Context: an optimization exercise on an open-source flow, tuned for small area. The choices shown serve that exercise and are no tape-out recipe.
Function was checked by simulation only, so behaviour that the tests miss may differ from the original.
Power figures rest on the tool's default switching activity, not on a simulated workload.

## v30
## bitw_core
module bitw_core (
    input  wire        clk,
    input  wire        rst,           
    input  wire        cmd_valid,
    output wire        cmd_ready,
    input  wire [2:0]  cmd_op,
    input  wire [7:0]  cmd_n,         
    input  wire [31:0] cmd_arg,       
    input  wire [31:0] cmd_num,       
    input  wire [31:0] cmd_den,       
    output wire        rsp_valid,
    output wire [2:0]  rsp_status,
    output wire [31:0] rsp_val,
    output wire [2:0]  rsp_nbytes,
    output wire [31:0] rsp_bytes
);
For scale: roughly 1,300 cells after synthesis, roughly 180 I/O pins, roughly 12,000 µm² of cells after synthesis.
==> flow/config.mk <==
export PLATFORM = sky130hd
export DESIGN_NAME = bitw_core
export DESIGN_NICKNAME = bitw_core
export VERILOG_FILES = /design/flow/design.v
export SDC_FILE = /design/flow/constraint.sdc
export NUM_CORES = 4
export LEC_CHECK = 0
export CAP_MARGIN = 20
export CORE_MARGIN = 2
export CORE_UTILIZATION = 55
export SLEW_MARGIN = 20
==> flow/constraint.sdc <==
create_clock -name core_clock -period 8.0 [get_ports {clk}]
set_input_delay 1.6000 -clock core_clock [delete_from_list [all_inputs] [get_ports {clk}]]
set_output_delay 1.6000 -clock core_clock [all_outputs]
set_load 0.01 [all_outputs]
standard.sh (not shown) runs the stock make flow with config.mk's settings and CLKGATE_MAP_FILE= SYNTH_SCRIPT=/design/flow/synth_recipe.tcl, a recipe that flattens the netlist after the stock synthesis.
==> flow/flow/run.sh <==
#!/bin/bash
# The standard layout (standard.sh) with two changes that only affect how
# the cells are chosen:
#  * synthesis is the standard flow's own synthesis script, with Yosys's abc pass given an
#    area-oriented ABC script (abc_area.script) instead of ORFS's speed script;
#  * the port buffers that buffer_ports inserts are buf_1 cells.
# Each tool's output goes to a log file in this folder (and ORFS's own logs).
set -euo pipefail
work=$(pwd)
fl=$work/flow

# synth_recipe.tcl with the abc pass redirected to our ABC script
{
  head -n 1 synth_recipe.tcl
  cat <<TCL
proc abc {args} {
  set i [lsearch -exact \$args -script]
  if {\$i >= 0} { lset args [expr {\$i + 1}] {$fl/abc_area.script} }
  yosys abc {*}\$args
}
TCL
  tail -n +2 synth_recipe.tcl
} > synth_area.tcl

# the standard command, synthesis only, with our synthesis script
sed -E "s#SYNTH_SCRIPT=[^ ]+#SYNTH_SCRIPT=$work/synth_area.tcl#" standard.sh > standard_area.sh
bash standard_area.sh synth > synth.log 2>&1

# the rest of the standard flow; synthesis is up to date and not rerun
bash standard.sh BUFFER_PORTS_ARGS="-buffer_cell sky130_fd_sc_hd__buf_1" finish > layout.log 2>&1
==> flow/flow/abc_area.script <==
strash
&get -n
&fraig -x
&put
scorr
dc2
strash
&get -n
&dch -f
&nf -R 1000
&put
strash
&get -n
&dch -f
&nf -R 1000
&put
topo
stime -c
v30 finished every stage and its layout cleared the timing, design-rule and antenna checks.
Relative to v30, the following input files were edited for v29:
Settings: CORE_UTILIZATION now 60, was 55.
-- flow/flow/run.sh --
<<< v30, line 29
# the rest of the standard flow; synthesis is up to date and not rerun
bash standard.sh BUFFER_PORTS_ARGS="-buffer_cell sky130_fd_sc_hd__buf_1" finish > layout.log 2>&1
>>> v29, line 29
# the rest of the standard flow; synthesis is up to date and not rerun
# clock tree options, if the version gives them (flow/cts_args)
cts=()
if [[ -f $fl/cts_args ]]; then cts=("CTS_ARGS=$(cat "$fl/cts_args")"); fi
bash standard.sh BUFFER_PORTS_ARGS="-buffer_cell sky130_fd_sc_hd__buf_1" "${cts[@]}" finish > layout.log 2>&1
==> flow/flow/cts_args (new file) <==
-sink_clustering_enable -repair_clock_nets -buf_list sky130_fd_sc_hd__clkbuf_8 -dont_use_dummy_load -balance_levels
Notes after the runs:
Between v29 and v30, the number of buffers outside the clock class in the layout is lower for v29. v29 against v30: overall die area has decreased, wire length of the first global-routing pass has remained practically unchanged, total routed wire length on the met1 layer has decreased, power spent charging and discharging nets has decreased.
What v37 does differently from v29 at the input level:
-- flow/flow/run.sh --
<<< v29, line 26
sed -E "s#SYNTH_SCRIPT=[^ ]+#SYNTH_SCRIPT=$work/synth_area.tcl#" standard.sh > standard_area.sh
bash standard_area.sh synth > synth.log 2>&1

>>> v37, line 26
sed -E "s#SYNTH_SCRIPT=[^ ]+#SYNTH_SCRIPT=$work/synth_area.tcl#" standard.sh > standard_area.sh
bash standard_area.sh ADDER_MAP_FILE= synth > synth.log 2>&1

==> flow/flow/abc_area.script <==
strash
dc2
dch -f
amap
topo
stime -c
==> flow/flow/cts_args <==
-sink_clustering_enable -repair_clock_nets -buf_list sky130_fd_sc_hd__clkbuf_8 -dont_use_dummy_load
--- outcome ---
- Timing, DRC, antenna: 0 failures across v29 and v37
- Via count normalized by instance count in v37 vs v29: up 0.12
- Count of non-CTS inverters in the layout | v37 above v29
- Looking at worst setup path startpoint, the cmd_op[0] result is from v29; the cnt[1]$_SDFF_PP0_ one comes from v37.
- v37 against v29; number of DRC violations after detailed-routing iteration 0 is up by more than 10%.
- | clock power share | v37 vs v29 | 0.4 points higher |
What v52 does differently from v37 at the input level:
Settings: CORE_UTILIZATION changed from 60 to 65.
-- flow/flow/run.sh --
<<< v37, line 26
sed -E "s#SYNTH_SCRIPT=[^ ]+#SYNTH_SCRIPT=$work/synth_area.tcl#" standard.sh > standard_area.sh
bash standard_area.sh ADDER_MAP_FILE= synth > synth.log 2>&1

>>> v52, line 26
sed -E "s#SYNTH_SCRIPT=[^ ]+#SYNTH_SCRIPT=$work/synth_area.tcl#" standard.sh > standard_area.sh
bash standard_area.sh synth > synth.log 2>&1

==> flow/flow/abc_area.script <==
strash
&get -n
&fraig -x
&put
scorr
dc2
strash
&get -n
&dch -f
&nf -R 1000
&put
strash
&get -n
&dch -f
&nf -R 1000
&put
topo
stime -c
Results
Maximum cell stage delay along the critical path delta for v52 relative to v37: 280 ps higher
The power of v52 was inferior to that of v37.
[v52] adder and majority cell fraction of the synthesized area rose 9.9 points relative to v37
v52: share of cell area taken by muxes after synthesis is 1.7 points higher than what v37 reported.
Global-route usage in v52 is 0.65 points higher than in v37
Against v37, v52 comes in 7.0 ps higher on hold slack.
Cmp v52 and v37 / area added between synthesis and finish / lower: v52
> inputs changed (v52 -> v8)
Settings: CORE_UTILIZATION changed from 65 to 75.
## What came out
Between v52 and v8, the proportion of cell area spent on the clock network figures differ only marginally. v8 vs. v52: final critical delay including setup and external delays went up by 98 ps; setup slack went down by 98 ps; largest stage delay on the critical path went down by 220 ps; leakage power went down by about 1%; wire length went up by 2600 µm. Required time of the worst setup path in v8 is 170 ps higher than in v52.
### v8 -> v54
Settings: GPL_TIMING_DRIVEN now 0, previously not set; CORE_UTILIZATION now 40, was 75.
==> flow/flow/cts_args <==
-sink_clustering_enable -repair_clock_nets -buf_list sky130_fd_sc_hd__clkbuf_16 -dont_use_dummy_load
As of v54, wire length had risen slightly compared to v8. v54 — first-pass GRT wire length 4.1% higher, v8 as reference. Compared with v8, in v54 design internal power up 0.00021 W; worst setup margin went down by 82 ps; combinational cell fraction of total power decreased 2.7 points.

==> static timing again, ports no longer ideal <==
How much do the figures lean on ideal ports? The routed layouts below were timed once more, with nothing changed but the port constraints. Step 1 sets driving cells, clkbuf_16 on the clock port and buf_2 on the other inputs (assumed; they add their load-dependent delay and slew). Step 2 moves the port delays by t, midway between the first and last clock arrival at a register: inputs arrive t later, outputs are due t later. That takes back most of the time a late clock gives input paths. a / b / c = no drivers / after step 1 / after step 2; a / b = the first two.
| run | shift t [ns] | setup WS [ns] | clock arrival spread, ns |
|---|---|---|---|
| v30 | 0.484 | 0.382 / 0.408 / -0.076 | 0.014 / 0.014 |
| v29 | 0.504 | 0.478 / 0.502 / -0.003 | 0.048 / 0.049 |
| v37 | 0.506 | 0.658 / 0.658 / 0.209 | 0.049 / 0.049 |
| v52 | 0.507 | 0.442 / 0.458 / -0.049 | 0.044 / 0.044 |
| v8 | 0.522 | 0.344 / 0.344 / -0.091 | 0.049 / 0.049 |
| v54 | 0.481 | 0.262 / 0.289 / -0.192 | 0.024 / 0.025 |
With both steps, setup timing fails in 5 of these runs, where it was met with ideal ports. For v52, which loses most, drivers alone change the setup slack by +0.016 ns; drivers and shift together by -0.491 ns.
